Background: an optimization exercise with open tools, aiming at small area, a short achievable clock period and few clock cycles. Do not read the settings as production practice.
Where RTL was checked, it was by simulation tests only, not by an equivalence proof against the original.

Design gbn_tx, start of the top module:
module gbn_tx (
    input  wire         clk,
    input  wire         rst,           
    output wire         src_req,
    input  wire         src_valid,
    input  wire [15:0]  src_n,
    input  wire [63:0]  src_data,
    output wire         tx_valid,
    input  wire         tx_ready,
    output wire [15:0]  tx_len,
    output wire [127:0] tx_data,
    output wire         rx_req,
    input  wire         rx_valid,
    input  wire         rx_count,
    input  wire [15:0]  rx_len,
    input  wire [127:0] rx_data,
    output wire         tmr_req,
    input  wire         tmr_ack,
    output wire [1:0]   tmr_cmd,
    output wire [31:0]  tmr_arg,
    input  wire         tmr_expired,
    input  wire [1:0]   sta_addr,
    output reg  [31:0]  sta_data,
    output reg          trace_valid,
    output reg  [3:0]   trace_op,
    output wire         done,
    output wire         flt
);
    localparam integer W          = 8;
    localparam integer M          = 8;
    localparam [31:0]  TIMEOUT_MS = 32'd1000;
    localparam [3:0] OP_INIT = 4'h0, OP_LOOP = 4'h1, OP_SENTINEL = 4'h2,
                     OP_FILL_SKIP = 4'h3, OP_FILL_SEND = 4'h4, OP_FILL_EOF = 4'h5,
                     OP_RX_NONE = 4'h6, OP_RX_DISCARD = 4'h7, OP_ACK_STALE = 4'h8,
                     OP_ACK_AHEAD = 4'h9, OP_ACK_PARTIAL = 4'hA, OP_ACK_DRAIN = 4'hB,
                     OP_TMO_NONE = 4'hC, OP_TMO_SPURIOUS = 4'hD, OP_TMO_RETX = 4'hE;
    localparam [1:0] FC_SEQ_EXHAUSTED = 2'd1, FC_SRC_OVERRUN = 2'd2;
    localparam [3:0] S_SETDUR = 4'd0,  S_STOPI  = 4'd1,  S_SRC    = 4'd2,  S_TXN    = 4'd3,
                     S_FSTART = 4'd4,  S_RX     = 4'd5,  S_ACKC   = 4'd6,  S_TMO    = 4'd7,
                     S_RETX   = 4'd8,  S_RSTART = 4'd9,  S_SENT   = 4'd10, S_END    = 4'd11;
    localparam [1:0] TL_NONE = 2'd0, TL_LOOP = 2'd1, TL_LOOPSKIP = 2'd2, TL_SKIP = 2'd3;
    function [31:0] csa;            
        input [15:0] x, y, z;
        reg   [15:0] c;
        begin
            c   = (x & y) | (x & z) | (y & z);
            csa = {c[14:0], c[15], x ^ y ^ z};
        end
    endfunction
    function [15:0] eac_add;        
        input [15:0] a, b;
        reg   [15:0] p, g, gp, pp, gn, pn, c;
  ...
For scale: about 3700 cells after synthesis, about 790 flip-flops, about 460 I/O pins, ~41000 sq um of cells after synthesis.
export LEC_CHECK = 0
export CAP_MARGIN = 20
export CORE_MARGIN = 2
export CORE_UTILIZATION = 55
export CTS_BUF_LIST = sky130_fd_sc_hd__clkbuf_4 sky130_fd_sc_hd__clkbuf_8
export SLEW_MARGIN = 20
create_clock -name core_clock -period 13.0 [get_ports {clk}]
standard.sh (not shown) runs the stock make flow with config.mk's settings and CLKGATE_MAP_FILE= SYNTH_SCRIPT=/design/flow/synth_recipe.tcl, a recipe that flattens the netlist after the stock synthesis.
==> flow/flow/run.sh <==
#!/bin/bash
# Standard ORFS layout with a larger setup-repair margin and the smallest
# buffer on each port. Full tool output goes to standard.log in the work folder.
set -euo pipefail
bash standard.sh finish SETUP_SLACK_MARGIN=6 \
  "BUFFER_PORTS_ARGS=-buffer_cell sky130_fd_sc_hd__buf_1" > standard.log 2>&1
Testbench counts at the start, summed over its fixed seeds: cycles 47,037.
Then changed:
--- a/flow/flow/run.sh
+++ b/flow/flow/run.sh
@@ -4,3 +4,3 @@
 set -euo pipefail
-bash standard.sh finish SETUP_SLACK_MARGIN=6 \
+bash standard.sh finish SETUP_SLACK_MARGIN=7 \
   "BUFFER_PORTS_ARGS=-buffer_cell sky130_fd_sc_hd__buf_1" > standard.log 2>&1
- CORE_UTILIZATION: 55 -> 70
Result:
- The changed run ran to the end with no violations
- utilization climbs by 19 points
- first-iteration DRC count climbs by well over a third
- critical path depth is unchanged
- routed wire length climbs slightly
Then changed:
--- a/flow/flow/run.sh
+++ b/flow/flow/run.sh
@@ -4,3 +4,3 @@
 set -euo pipefail
-bash standard.sh finish SETUP_SLACK_MARGIN=7 \
+bash standard.sh finish SETUP_SLACK_MARGIN=8.5 \
   "BUFFER_PORTS_ARGS=-buffer_cell sky130_fd_sc_hd__buf_1" > standard.log 2>&1
- CORE_UTILIZATION: 70 -> 55
=>
- final cell count rises by 7.8%
- worst hold slack is worse by 7.5 ps
- first-iteration DRC count falls by 23%
Then changed:
--- a/flow/flow/run.sh
+++ b/flow/flow/run.sh
@@ -4,3 +4,3 @@
 set -euo pipefail
-bash standard.sh finish SETUP_SLACK_MARGIN=8.5 \
+bash standard.sh finish SETUP_SLACK_MARGIN=7 \
   "BUFFER_PORTS_ARGS=-buffer_cell sky130_fd_sc_hd__buf_1" > standard.log 2>&1
=> The changed run ran to the end with no violations; synthesized cell count does not change; setup slack gets worse by 110 ps; utilization is lower by 5.0 points.
Then changed:
--- a/flow/flow/run.sh
+++ b/flow/flow/run.sh
@@ -4,3 +4,3 @@
 set -euo pipefail
-bash standard.sh finish SETUP_SLACK_MARGIN=7 \
+bash standard.sh finish SETUP_SLACK_MARGIN=6.5 \
   "BUFFER_PORTS_ARGS=-buffer_cell sky130_fd_sc_hd__buf_1" > standard.log 2>&1
What happened:
- cell area falls by 1.6%

Another version of the RTL of gbn_tx (not shown whole).
For scale: roughly 3600 cells after synthesis, roughly 770 flip-flops, ~460 I/O pins, about 40000 sq um of cells after synthesis.
==> flow/config.mk <==
export PLATFORM = sky130hd
export DESIGN_NAME = gbn_tx
export DESIGN_NICKNAME = gbn_tx
export VERILOG_FILES = /design/flow/design.v
export SDC_FILE = /design/flow/constraint.sdc
export NUM_CORES = 4
export LEC_CHECK = 0
export CAP_MARGIN = 20
export CORE_MARGIN = 2
export CORE_UTILIZATION = 40
export CTS_BUF_LIST = sky130_fd_sc_hd__clkbuf_4 sky130_fd_sc_hd__clkbuf_8
export SLEW_MARGIN = 20
==> flow/constraint.sdc <==
create_clock -name core_clock -period 13.0 [get_ports {clk}]
set_input_delay 2.6000 -clock core_clock [delete_from_list [all_inputs] [get_ports {clk}]]
set_output_delay 2.6000 -clock core_clock [all_outputs]
set_load 0.01 [all_outputs]
==> flow/flow/run.sh <==
#!/bin/bash
# Standard ORFS layout with a larger setup-repair margin and the smallest
# buffer on each port. Full tool output goes to standard.log in the work folder.
set -euo pipefail
bash standard.sh finish SETUP_SLACK_MARGIN=9 \
  "BUFFER_PORTS_ARGS=-buffer_cell sky130_fd_sc_hd__buf_1" > standard.log 2>&1
Testbench counts at the start, summed over its fixed seeds: cycles 47,037.
Next try:
--- a/flow/flow/run.sh
+++ b/flow/flow/run.sh
@@ -5 +5 @@
-bash standard.sh finish SETUP_SLACK_MARGIN=9 \
+bash standard.sh finish SETUP_SLACK_MARGIN=7 \
- CORE_UTILIZATION: 40 -> 55
Outcome: The changed run produced a clean layout; utilization grows by 16 points; wire length came out lower by about 5.6%; fmax shrinks by 1.9%; final area goes down by 4.8%; setup slack gets worse by 130 ps.

alpha:
gbn_tx, a different RTL version from the one above (not shown whole).
Size in the first run: about 3500 cells after synthesis, ~760 flip-flops, roughly 460 I/O pins, roughly 0.040 mm2 of cells after synthesis.
clock: 13.0 ns
lec_check: 0
cap_margin: 20
core_margin: 2
core_utilization: 40
setup_slack_margin: 5
slew_margin: 20
run.sh (not shown) runs the stock make flow with config.mk's settings and CLKGATE_MAP_FILE= SYNTH_SCRIPT=/design/flow/synth_recipe.tcl, a recipe that flattens the netlist after the stock synthesis.
Stock flow here: none of the scripts above is used.
Per the final summary, alpha finished and its layout is clean on timing, DRC and antenna.
Inputs modified between alpha and beta:
# alpha
export LEC_CHECK = 0
export CAP_MARGIN = 20
export CORE_MARGIN = 2
export CORE_UTILIZATION = 40
export SETUP_SLACK_MARGIN = 5
export SLEW_MARGIN = 20
create_clock -name core_clock -period 13.0 [get_ports {clk}]
# beta
export LEC_CHECK = 0
export CAP_MARGIN = 20
export CORE_MARGIN = 2
export CORE_UTILIZATION = 40
export CTS_BUF_LIST = sky130_fd_sc_hd__clkbuf_4 sky130_fd_sc_hd__clkbuf_8
export SETUP_SLACK_MARGIN = 5
export SLEW_MARGIN = 20
create_clock -name core_clock -period 13.0 [get_ports {clk}]
## What came out
- Summary of beta over alpha: layout overhead on the synthesized area lower, amount of wire on met3 after detailed routing higher, number of violations of the max-capacitance limit roughly the same.
- The capture point of the worst path comes out drain_r$_SDFFE_PP0P_ in one run and txck[12]$_DFFE_PP_ in the other, namely in beta and alpha respectively.
- Status | beta and alpha | clean
> inputs changed (beta -> gamma)
# beta
export LEC_CHECK = 0
export CAP_MARGIN = 20
export CORE_MARGIN = 2
export CORE_UTILIZATION = 40
export CTS_BUF_LIST = sky130_fd_sc_hd__clkbuf_4 sky130_fd_sc_hd__clkbuf_8
export SETUP_SLACK_MARGIN = 5
export SLEW_MARGIN = 20
create_clock -name core_clock -period 13.0 [get_ports {clk}]
# gamma
export LEC_CHECK = 0
export CAP_MARGIN = 20
export CORE_MARGIN = 2
export CORE_UTILIZATION = 40
export CTS_BUF_LIST = sky130_fd_sc_hd__clkbuf_4 sky130_fd_sc_hd__clkbuf_8
export SLEW_MARGIN = 20
create_clock -name core_clock -period 13.0 [get_ports {clk}]
==> flow/flow/run.sh (new file) <==
#!/bin/bash
# Standard ORFS layout with a larger setup-repair margin and the smallest
# buffer on each port. Full tool output goes to standard.log in the work folder.
set -euo pipefail
bash standard.sh finish SETUP_SLACK_MARGIN=9 \
  "BUFFER_PORTS_ARGS=-buffer_cell sky130_fd_sc_hd__buf_1" > standard.log 2>&1
==> flow/standard.sh (new file) <==
#!/bin/bash
# synth_recipe.tcl (not shown) runs the flow's synth.tcl, then flattens the netlist and writes it again
# the make line also repeats each setting of config.mk as NAME=value (left out here)
make -C /OpenROAD-flow-scripts/flow DESIGN_CONFIG=/design/flow/config.mk WORK_HOME=/design/flow/orfs CLKGATE_MAP_FILE= SYNTH_SCRIPT=/design/flow/synth_recipe.tcl "${@:-finish}"
removed: flow/run.sh
In summary, gamma completed successfully, with a layout that passed the timing, DRC and antenna checks. Between gamma and beta, the fraction of area in multi-input gates is lower for beta.
No run of this note included a check of the RTL's function; only the layout flow was run.

gbn_tx, a different RTL version from the one above (not shown whole).
Size: roughly 460 I/O pins.
make LEC_CHECK=0 CAP_MARGIN=20 CORE_MARGIN=2 CORE_UTILIZATION=40 SLEW_MARGIN=20 finish   # period 13.0 ns
Stock flow here: none of the scripts above is used.
Testbench counts at the start, summed over its fixed seeds: cycles 47,037.
==> next run, changes <==
- SETUP_SLACK_MARGIN: not set -> 5
- The changed run completed without violations
- cell area came out higher by 1.9%
- fmax went up by 30%
- routed wire length climbs by 2.3%
- core utilization went up by 0.90 points
- die area stays the same
- hold slack improved by 8.5 ps
- sequential share of layout area decreases by 0.85 points

Another version of the RTL of gbn_tx (not shown whole).
Size: about 3600 cells after synthesis, roughly 770 flip-flops, roughly 41000 µm² of cells after synthesis.
Settings: LEC_CHECK=0, CAP_MARGIN=20, CORE_MARGIN=2, CORE_UTILIZATION=40, CTS_BUF_LIST=sky130_fd_sc_hd__clkbuf_4 sky130_fd_sc_hd__clkbuf_8, SLEW_MARGIN=20; clock period 13.0 ns.
standard.sh (not shown) runs the stock make flow with config.mk's settings and CLKGATE_MAP_FILE= SYNTH_SCRIPT=/design/flow/synth_recipe.tcl, a recipe that flattens the netlist after the stock synthesis.
==> flow/flow/run.sh <==
#!/bin/bash
# Standard ORFS layout with a larger setup-repair margin and the smallest
# buffer on each port. Full tool output goes to standard.log in the work folder.
set -euo pipefail
bash standard.sh finish SETUP_SLACK_MARGIN=9 \
  "BUFFER_PORTS_ARGS=-buffer_cell sky130_fd_sc_hd__buf_1" > standard.log 2>&1
Then changed:
==> flow/run.sh (new file) <==
#!/bin/bash
# synth_recipe.tcl (not shown) runs the flow's synth.tcl, then flattens the netlist and writes it again
# the make line also repeats each setting of config.mk as NAME=value (left out here)
make -C /OpenROAD-flow-scripts/flow DESIGN_CONFIG=/design/flow/config.mk WORK_HOME=/design/flow/orfs CLKGATE_MAP_FILE= SYNTH_SCRIPT=/design/flow/synth_recipe.tcl finish
--- a/flow/config.mk
+++ b/flow/config.mk
@@ -11,0 +12 @@
+export SETUP_SLACK_MARGIN = 5
removed: flow/flow/run.sh
removed: flow/standard.sh
After rerunning: Count of clock-buffer cells in the layout climbs by 1. Maximum frequency is lower by 8.2%. Sequential cell count does not change. Sequential share of layout area is higher by 2.9 points. First-iteration DRC count went down by 16%.
No run of this note included a check of the RTL's function; only the layout flow was run.

-- separate check: timing with driven ports --
No port has a modelled driver above. Below, the same layouts with a new extraction and two added sets of constraints. Step 1 sets driving cells, clkbuf_16 on the clock port and buf_2 on the other inputs (assumed; they add their load-dependent delay and slew). Step 2 moves the port delays by t, midway between the first and last clock arrival at a register: inputs arrive t later, outputs are due t later. That takes back most of the time a late clock gives input paths. Three values: ideal, step 1, step 2; two values: the first two.
run | shift t [ns] | slack for setup (ns) | worst data-port slew with drivers (ns) | pins driven straight from the clock port
the first run of note 1 | 0.847 | 6.206 / 6.239 / 5.392 | 0.11 | 1
the second run of note 1 | 0.811 | 6.667 / 6.666 / 5.855 | 0.14 | 1
the third run of note 1 | 0.871 | 6.777 / 6.782 / 5.912 | 0.12 | 1
the fourth run of note 1 | 0.855 | 6.664 / 6.666 / 5.811 | 0.12 | 1
the fifth run of note 1 | 0.859 | 6.637 / 6.614 / 5.804 | 0.12 | 1
the first run of note 2 | 0.870 | 6.111 / 6.134 / 5.264 | 0.10 | 1
the second run of note 2 | 0.857 | 5.978 / 6.000 / 5.142 | 0.11 | 1
alpha | 0.712 | 5.142 / 5.193 / 4.480 | 0.12 | 1
beta | 0.860 | 5.208 / 5.249 / 4.389 | 0.12 | 1
gamma | 0.849 | 5.683 / 5.670 / 4.821 | 0.13 | 1
the first run of note 4 | 0.697 | 2.819 / 2.819 / 2.696 | 0.13 | 1
the second run of note 4 | 0.704 | 5.184 / 5.123 / 4.419 | 0.12 | 1
the first run of note 5 | 0.878 | 5.865 / 5.879 / 5.001 | 0.12 | 1
the second run of note 5 | 0.857 | 5.227 / 5.266 / 4.409 | 0.13 | 1
After both steps setup and hold are still met in every run listed. The setup slack of the third run of note 1, which loses most, moves by +0.005 ns with the drivers and by -0.865 ns with both steps.
